Source: an optimization exercise on an open RTL-to-GDS flow (aim: small area, a short achievable clock period and few clock cycles). Production flows keep margins and buffers that such runs may drop. Only simulation tests tie the RTL to the original design; equivalence was not proved. No activity file was given, so power comes from the tool's default toggle rates.

## run a
==> flow/design.v <==
module eete #(
    parameter [31:0] BUSY_TIMEOUT_MS = 32'd10,
    parameter [1:0]  SPI_MODE        = 2'd0,
    parameter        BOUNDS_CHECK    = 1'b0
) (
    input  wire        clk,
    input  wire        rst,
    input  wire        cmd_valid,
    output wire        cmd_ready,
    input  wire [63:0] cmd_word,
    output wire        resp_valid,
    output wire [63:0] resp_word,
    input  wire        pin_valid,
    output wire        pin_ready,
    input  wire [7:0]  pin_data,
    output wire        pout_valid,
    input  wire        pout_ready,
    output wire [7:0]  pout_data,
    output wire        cs_n,
    output wire        cs_oe,
    output wire [7:0]  cs_line,
    output wire        spi_req,
    output wire        spi_w16,
    output reg  [15:0] spi_mosi,
    input  wire        spi_ack,
    input  wire [15:0] spi_miso,
    output wire        spi_cfg,
    output wire [31:0] spi_hz,
    output wire [1:0]  spi_mode,
    output wire        spi_msb_first,
    input  wire [31:0] now_ms
);
    localparam [3:0] OP_BEGIN       = 4'h1;
    localparam [3:0] OP_WRITE_BYTE  = 4'h2;
    localparam [3:0] OP_READ_BYTE   = 4'h3;
    localparam [3:0] OP_WRITE_ARRAY = 4'h4;
    localparam [3:0] OP_READ_ARRAY  = 4'h5;
    localparam [3:0] OP_WAIT_READY  = 4'h6;
    localparam [2:0] R_OK       = 3'b000;    
    localparam [2:0] R_OOR      = 3'b010;    
    localparam [2:0] R_ILLEGAL  = 3'b100;    
    localparam [2:0] R_NOT_INIT = 3'b101;    
    localparam [2:0] R_ALREADY  = 3'b110;    
    localparam [2:0] S_IDLE = 3'd0;
    localparam [2:0] S_RDSR = 3'd1;    
    localparam [2:0] S_SR   = 3'd2;    
    localparam [2:0] S_WREN = 3'd3;    
    localparam [2:0] S_F1   = 3'd4;    
    localparam [2:0] S_F2   = 3'd5;    
    localparam [2:0] S_TX   = 3'd6;    
    localparam [2:0] S_RX   = 3'd7;    
    reg [2:0]  st;
    reg        popw;       
    reg        pushw;      
    reg        parm;       
    reg        rarm;       
    reg [2:0]  op;
    reg        init;       
    reg        cs_n_r;
    reg [7:0]  cs_id;
    reg        rv;         
    reg        cfg;        
    reg [23:0] cur;        
    reg [23:0] rem;        
    reg [23:0] cnt;        
    reg [31:0] t0;         
    reg [7:0]  sr;         
    reg [7:0]  b;          
    reg [2:0]  res;
    wire is_wb = (op == OP_WRITE_BYTE[2:0]);
    wire is_rb = (op == OP_READ_BYTE[2:0]);
    wire is_wa = (op == OP_WRITE_ARRAY[2:0]);
    wire is_ra = (op == OP_READ_ARRAY[2:0]);
    wire [3:0] c_op = cmd_word[3:0];
    reg c_legal;
    always @(*) begin
        case (c_op)
            OP_BEGIN:       c_legal = (cmd_word[7:4] == 4'd0) && (cmd_word[31:16] == 16'd0);
            OP_WRITE_BYTE:  c_legal = (cmd_word[7:4] == 4'd0) && (cmd_word[55:40] == 16'd0) && (cmd_word[63:56] == 8'd0);
            OP_READ_BYTE:   c_legal = (cmd_word[7:4] == 4'd0) && (cmd_word[55:32] == 24'd0) && (cmd_word[63:56] == 8'd0);
            OP_WRITE_ARRAY: c_legal = (cmd_word[7:4] == 4'd0) && (cmd_word[63:56] == 8'd0);
            OP_READ_ARRAY:  c_legal = (cmd_word[7:4] == 4'd0) && (cmd_word[63:56] == 8'd0);
            OP_WAIT_READY:  c_legal = (cmd_word[63:4] == 60'd0);
            default:        c_legal = 1'b0;
        endcase
    end
    wire c_begin = (c_op == OP_BEGIN);
    wire c_lenz  = (cmd_word[55:32] == 24'd0);
    wire c_oor   = (cmd_word[31:27] != 5'd0);       
    wire [4:0]  el_lo   = {1'b0, now_ms[3:0]} - {1'b0, t0[3:0]};
    wire [27:0] za      = now_ms[31:4];
    wire [27:0] zb      = ~t0[31:4];
    wire [27:0] zc      = {za[26:0] | zb[26:0], ~el_lo[4]};
    wire        hi_ok   = ((za ^ zb) == zc);
    wire        time_ok = hi_ok && (el_lo[3:0] < BUSY_TIMEOUT_MS[3:0]);
    wire        wait_on = spi_miso[0] && time_ok;
    wire        rem_hz  = (rem[23:2] == 22'd0);
    wire        rem0    = rem_hz && (rem[1:0] == 2'd0);
    wire        rem1    = rem_hz && (rem[1:0] == 2'd1);
    wire        rem2    = rem_hz && (rem[1:0] == 2'd2);
    wire        cur_hi  = (cur[8:1] == 8'hFF);
    wire        pg511   = cur_hi &&  cur[0];        
    wire        pg510   = cur_hi && !cur[0];        
    wire        pg_oor  = (cur[18:9] == 10'h3FF);   
    wire [7:0]  rdata   = b & {8{is_rb & ~res[2]}};
    assign cmd_ready     = (st == S_IDLE);
    assign resp_valid    = rv;
    assign resp_word     = {16'd0, sr, cnt, rdata, 4'd0, res[2], 1'b0, res[1:0]};
    assign pin_ready     = popw  | (spi_ack & parm);
    assign pout_valid    = pushw | (spi_ack & rarm);
    assign pout_data     = (spi_miso[7:0] & {8{~pushw}}) | b;
    assign cs_n          = cs_n_r;
    assign cs_oe         = init;
    assign cs_line       = cs_id;
    assign spi_cfg       = cfg;
    assign spi_hz        = {cur[23:16], rem};
    assign spi_mode      = SPI_MODE;
    assign spi_msb_first = 1'b1;
    assign spi_req = ~cs_n_r & (st != S_IDLE) & ~popw & ~pushw;
    assign spi_w16 = (st == S_F1) | (st == S_F2);
    always @(*) begin
        case (st)
            S_RDSR:  spi_mosi = 16'h0005;
            S_WREN:  spi_mosi = 16'h0006;
            S_F1:    spi_mosi = {7'b0000001, ~(is_wb | is_wa), cur[23:16]};
            S_F2:    spi_mosi = cur[15:0];
            S_TX:    spi_mosi = {8'd0, b};
            default: spi_mosi = 16'h0000;
        endcase
    end
    always @(posedge clk) begin
        if (rst) begin
            st      <= S_IDLE;
            popw    <= 1'b0;
            pushw   <= 1'b0;
            parm    <= 1'b0;
            rarm    <= 1'b0;
            init    <= 1'b0;
            cs_n_r  <= 1'b1;
            cs_id   <= 8'd0;
            rv      <= 1'b0;
            cfg     <= 1'b0;
        end else begin
            cfg <= 1'b0;
            if (cs_n_r && st != S_IDLE) cs_n_r <= 1'b0;
            case (st)
                S_IDLE: begin
                    if (cmd_valid) begin
                        op   <= c_op[2:0];
                        cur  <= {cmd_word[31:24] | cmd_word[63:56], cmd_word[23:8]};
                        rem  <= cmd_word[55:32];
                        b    <= cmd_word[39:32] & {8{~c_op[2]}};
                        cnt  <= 24'd0;
                        sr   <= 8'd0;
                        res  <= R_OK;
                        rv   <= 1'b1;
                        if (!c_legal || (c_begin && cmd_word[63:32] == 32'd0)) begin
                            res <= R_ILLEGAL;
                        end else if (c_begin && init) begin
                            res <= R_ALREADY;
                        end else if (!c_begin && !init) begin
                            res <= R_NOT_INIT;
                        end else if (c_begin) begin
                            init  <= 1'b1;
                            cs_id <= cmd_word[15:8];
                            cfg   <= 1'b1;
                        end else if (c_op == OP_WRITE_ARRAY && c_lenz) begin
                            res <= R_OK;
                        end else if (c_op == OP_WRITE_ARRAY && c_oor) begin
                            res <= R_OOR;
                        end else begin
                            rv     <= 1'b0;
                            cs_n_r <= 1'b0;
                            st     <= S_RDSR;
                        end
                    end
                end
                S_RDSR: begin
                    t0 <= now_ms;
                    if (spi_ack) st <= S_SR;
                end
                S_SR: begin
                    if (spi_ack) begin
                        sr  <= spi_miso[7:0];
                        res <= {2'b00, spi_miso[0]};    
                        if (!wait_on) begin
                            cs_n_r <= 1'b1;
                            if (spi_miso[0]) begin
                                rv <= 1'b1;
                                st <= S_IDLE;
                            end else if (is_wb || is_wa) begin
                                st <= S_WREN;
                            end else if (is_rb || is_ra) begin
                                st <= S_F1;
                            end else begin
                                rv <= 1'b1;
                                st <= S_IDLE;
                            end
                        end
                    end
                end
                S_WREN: begin
                    if (spi_ack) begin
                        cs_n_r <= 1'b1;
                        st     <= S_F1;
                    end
                end
                S_F1: begin
                    if (spi_ack) begin
                        parm <= is_wa;
                        st   <= S_F2;
                    end
                end
                S_F2: begin
                    if (spi_ack) begin
                        parm <= 1'b0;
                        if (is_wb) begin
                            st <= S_TX;
                        end else if (is_wa) begin
                            st <= S_TX;
                            if (pin_valid) begin
                                b    <= pin_data;
                                parm <= !rem1 && !pg511;
                            end else begin
                                popw <= 1'b1;
                            end
                        end else if (is_ra && rem0) begin
                            cs_n_r <= 1'b1;
                            rv     <= 1'b1;
                            st     <= S_IDLE;
                        end else begin
                            rarm <= is_ra;
                            st   <= S_RX;
                        end
                    end
                end
                S_TX: begin
                    if (popw) begin
                        if (pin_valid) begin
                            b    <= pin_data;
                            popw <= 1'b0;
                            parm <= !rem1 && !pg511;
                        end
                    end else if (spi_ack) begin
                        cnt  <= cnt + 24'd1;
                        parm <= 1'b0;
                        if (is_wb || rem1) begin
                            cs_n_r <= 1'b1;
                            rv     <= 1'b1;
                            st     <= S_IDLE;
                        end else begin
                            cur[8:0] <= cur[8:0] + 9'd1;
                            if (pg511) cur[18:9] <= cur[18:9] + 10'd1;
                            rem <= rem - 24'd1;
                            if (pg511) begin
                                cs_n_r <= 1'b1;
                                if (pg_oor) begin
                                    res <= R_OOR;
                                    rv  <= 1'b1;
                                    st  <= S_IDLE;
                                end else begin
                                    st <= S_RDSR;
                                end
                            end else if (pin_valid) begin
                                b    <= pin_data;
                                parm <= !rem2 && !pg510;
                            end else begin
                                popw <= 1'b1;
                            end
                        end
                    end
                end
                S_RX: begin
                    if (pushw) begin
                        if (pout_ready) begin
                            cnt   <= cnt + 24'd1;
                            rem   <= rem - 24'd1;
                            pushw <= 1'b0;
                            b     <= 8'd0;
                            if (rem1) begin
                                cs_n_r <= 1'b1;
                                rv     <= 1'b1;
                                st     <= S_IDLE;
                            end else begin
                                rarm <= 1'b1;
                            end
                        end
                    end else if (spi_ack) begin
                        if (is_rb) begin
                            b      <= spi_miso[7:0];
                            cnt    <= cnt + 24'd1;
                            cs_n_r <= 1'b1;
                            rv     <= 1'b1;
                            st     <= S_IDLE;
                        end else if (!pout_ready) begin
                            b     <= spi_miso[7:0];
                            pushw <= 1'b1;
                            rarm  <= 1'b0;
                        end else begin
                            cnt <= cnt + 24'd1;
                            rem <= rem - 24'd1;
                            if (rem1) begin
                                cs_n_r <= 1'b1;
                                rv     <= 1'b1;
                                rarm   <= 1'b0;
                                st     <= S_IDLE;
                            end
                        end
                    end
                end
                default: st <= S_IDLE;
            endcase
        end
    end
endmodule
==> flow/config.mk <==
export PLATFORM = sky130hd
export DESIGN_NAME = eete
export DESIGN_NICKNAME = eete
export VERILOG_FILES = /design/flow/design.v
export SDC_FILE = /design/flow/constraint.sdc
export NUM_CORES = 4
export LEC_CHECK = 0
export CAP_MARGIN = 20
export CORE_MARGIN = 2
export CORE_UTILIZATION = 60
export CTS_BUF_LIST = sky130_fd_sc_hd__clkbuf_8
export PLACE_DENSITY = 0.65
export SETUP_SLACK_MARGIN = 4.5
export SLEW_MARGIN = 20
==> flow/constraint.sdc <==
create_clock -name core_clock -period 8.0 [get_ports {clk}]
set_input_delay 1.6000 -clock core_clock [delete_from_list [all_inputs] [get_ports {clk}]]
set_output_delay 1.6000 -clock core_clock [all_outputs]
set_load 0.01 [all_outputs]
standard.sh (not shown) runs the stock make flow with config.mk's settings and CLKGATE_MAP_FILE= SYNTH_SCRIPT=/design/flow/synth_recipe.tcl, a recipe that flattens the netlist after the stock synthesis.
==> flow/flow/run.sh <==
#!/bin/bash
# The standard layout (the standard.sh, standard synthesis included) with
# two changes to how the layout is made:
#  - every port is buffered by the smallest buffer, sky130_fd_sc_hd__buf_1,
#    instead of the one buffer_ports picks by default;
#  - clock tree synthesis adds no dummy loads to balance the tree.
# make's full output goes to make_finish.log; each step's own log is under
# orfs/logs/.
set -euo pipefail
bash standard.sh \
  BUFFER_PORTS_ARGS="-buffer_cell sky130_fd_sc_hd__buf_1" \
  CTS_ARGS="-sink_clustering_enable -repair_clock_nets -buf_list sky130_fd_sc_hd__clkbuf_8 -dont_use_dummy_load" \
  finish > make_finish.log 2>&1
Testbench counts of run a, summed over its fixed seeds: cycles 33,762.
Input changes introduced in run b (baseline for comparison: run a):
--- a/flow/design.v
+++ b/flow/design.v
@@ -53,5 +53,4 @@
     reg        popw;       
     reg        pushw;      
-    reg        parm;       
     reg        rarm;       
     reg [2:0]  op;
@@ -62,6 +61,9 @@
     reg        cfg;        
     reg [23:0] cur;        
-    reg [23:0] rem;        
+    reg [23:0] len;        
+    reg        lenz;       
     reg [23:0] cnt;        
+    reg        lst;        
+    reg        pge;        
     reg [31:0] t0;         
     reg [7:0]  sr;         
@@ -95,12 +97,6 @@
     wire        time_ok = hi_ok && (el_lo[3:0] < BUSY_TIMEOUT_MS[3:0]);
     wire        wait_on = spi_miso[0] && time_ok;
-    wire        rem_hz  = (rem[23:2] == 22'd0);
-    wire        rem0    = rem_hz && (rem[1:0] == 2'd0);
-    wire        rem1    = rem_hz && (rem[1:0] == 2'd1);
-    wire        rem2    = rem_hz && (rem[1:0] == 2'd2);
-    wire        cur_hi  = (cur[8:1] == 8'hFF);
-    wire        pg511   = cur_hi &&  cur[0];        
-    wire        pg510   = cur_hi && !cur[0];        
     wire        pg_oor  = (cur[18:9] == 10'h3FF);   
+    wire        parm    = is_wa & ((st == S_F2) | ((st == S_TX) & ~popw & ~lst & ~pge));
     wire [7:0]  rdata   = b & {8{is_rb & ~res[2]}};
     assign cmd_ready     = (st == S_IDLE);
@@ -109,10 +105,10 @@
     assign pin_ready     = popw  | (spi_ack & parm);
     assign pout_valid    = pushw | (spi_ack & rarm);
-    assign pout_data     = (spi_miso[7:0] & {8{~pushw}}) | b;
+    assign pout_data     = pushw ? b : spi_miso[7:0];
     assign cs_n          = cs_n_r;
     assign cs_oe         = init;
     assign cs_line       = cs_id;
     assign spi_cfg       = cfg;
-    assign spi_hz        = {cur[23:16], rem};
+    assign spi_hz        = {cur[23:16], len};
     assign spi_mode      = SPI_MODE;
     assign spi_msb_first = 1'b1;
@@ -130,9 +126,12 @@
     end
     always @(posedge clk) begin
+        lst <= (cnt + 24'd1 == len);
+        pge <= (cur[8:0] == 9'h1FF);
+    end
+    always @(posedge clk) begin
         if (rst) begin
             st      <= S_IDLE;
             popw    <= 1'b0;
             pushw   <= 1'b0;
-            parm    <= 1'b0;
             rarm    <= 1'b0;
             init    <= 1'b0;
@@ -149,6 +148,7 @@
                         op   <= c_op[2:0];
                         cur  <= {cmd_word[31:24] | cmd_word[63:56], cmd_word[23:8]};
-                        rem  <= cmd_word[55:32];
-                        b    <= cmd_word[39:32] & {8{~c_op[2]}};
+                        len  <= cmd_word[55:32];
+                        lenz <= c_lenz;
+                        b    <= cmd_word[39:32];
                         cnt  <= 24'd0;
                         sr   <= 8'd0;
@@ -207,12 +207,8 @@
                 end
                 S_F1: begin
-                    if (spi_ack) begin
-                        parm <= is_wa;
-                        st   <= S_F2;
-                    end
+                    if (spi_ack) st <= S_F2;
                 end
                 S_F2: begin
                     if (spi_ack) begin
-                        parm <= 1'b0;
                         if (is_wb) begin
                             st <= S_TX;
@@ -221,9 +217,8 @@
                             if (pin_valid) begin
                                 b    <= pin_data;
-                                parm <= !rem1 && !pg511;
                             end else begin
                                 popw <= 1'b1;
                             end
-                        end else if (is_ra && rem0) begin
+                        end else if (is_ra && lenz) begin
                             cs_n_r <= 1'b1;
                             rv     <= 1'b1;
@@ -240,10 +235,8 @@
                             b    <= pin_data;
                             popw <= 1'b0;
-                            parm <= !rem1 && !pg511;
                         end
                     end else if (spi_ack) begin
-                        cnt  <= cnt + 24'd1;
-                        parm <= 1'b0;
-                        if (is_wb || rem1) begin
+                        cnt <= cnt + 24'd1;
+                        if (is_wb || lst) begin
                             cs_n_r <= 1'b1;
                             rv     <= 1'b1;
@@ -251,7 +244,6 @@
                         end else begin
                             cur[8:0] <= cur[8:0] + 9'd1;
-                            if (pg511) cur[18:9] <= cur[18:9] + 10'd1;
-                            rem <= rem - 24'd1;
-                            if (pg511) begin
+                            if (pge) cur[18:9] <= cur[18:9] + 10'd1;
+                            if (pge) begin
                                 cs_n_r <= 1'b1;
                                 if (pg_oor) begin
@@ -264,5 +256,4 @@
                             end else if (pin_valid) begin
                                 b    <= pin_data;
-                                parm <= !rem2 && !pg510;
                             end else begin
                                 popw <= 1'b1;
@@ -275,8 +266,6 @@
                         if (pout_ready) begin
                             cnt   <= cnt + 24'd1;
-                            rem   <= rem - 24'd1;
                             pushw <= 1'b0;
-                            b     <= 8'd0;
-                            if (rem1) begin
+                            if (lst) begin
                                 cs_n_r <= 1'b1;
                                 rv     <= 1'b1;
@@ -287,6 +276,6 @@
                         end
                     end else if (spi_ack) begin
+                        b <= spi_miso[7:0];
                         if (is_rb) begin
-                            b      <= spi_miso[7:0];
                             cnt    <= cnt + 24'd1;
                             cs_n_r <= 1'b1;
@@ -294,11 +283,9 @@
                             st     <= S_IDLE;
                         end else if (!pout_ready) begin
-                            b     <= spi_miso[7:0];
                             pushw <= 1'b1;
                             rarm  <= 1'b0;
                         end else begin
                             cnt <= cnt + 24'd1;
-                            rem <= rem - 24'd1;
-                            if (rem1) begin
+                            if (lst) begin
                                 cs_n_r <= 1'b1;
                                 rv     <= 1'b1;
Results
Against run a, count of cell types in the netlist in run b fell by a few percent. As far as critical path depth in cells goes, run b and run a are indistinguishable; the numbers are identical. Compared with run a, in run b final wirelength +620 µm, post-route worst hold slack now sits lower. Y dimension of the die delta for run b relative to run a: 0.72% higher. Run b reports its master of the slowest instance on the critical path as mux2_4 while run a reports a21o_1. There was hardly any difference in fraction of area in clock buffers and inverters between run a and run b. Switching power summed over all nets in run b is about 3% above run a. [compare] base=run a new=run b: setup slack lost 69 ps, total number of clock tree sinks picked up an extra 2, number of setup buffers added after CTS lost 1.
Testbench counts of run b, summed over its fixed seeds: cycles 33,762.

## afterwards: timing with drivers on the ports
No port has a modelled driver above. Below, the same layouts with a new extraction and two added sets of constraints. Step 1 (the two cells are an assumption about what drives the block):
set clk [get_ports {clk}]
set_driving_cell -lib_cell sky130_fd_sc_hd__clkbuf_16 $clk
set_driving_cell -lib_cell sky130_fd_sc_hd__buf_2 [delete_from_list [all_inputs] $clk]
Step 2 moves the port delays by t, midway between the first and last clock arrival at a register: inputs arrive t later, outputs are due t later. That takes back most of the time a late clock gives input paths. Slacks: no drivers / after step 1 / after step 2; pairs: no drivers / after step 1.
run	t, ns	setup WS [ns]	slew at the worst register clock pin (ns)	worst data-port slew with drivers (ns)
run a	0.488	4.376 / 4.332 / 4.184	0.08 / 0.08	0.07
run b	0.483	4.307 / 4.247 / 4.114	0.08 / 0.08	0.07
After both steps every run listed still meets setup and hold. For run b, which loses most, drivers alone change the setup slack by -0.060 ns; drivers and shift together by -0.193 ns.
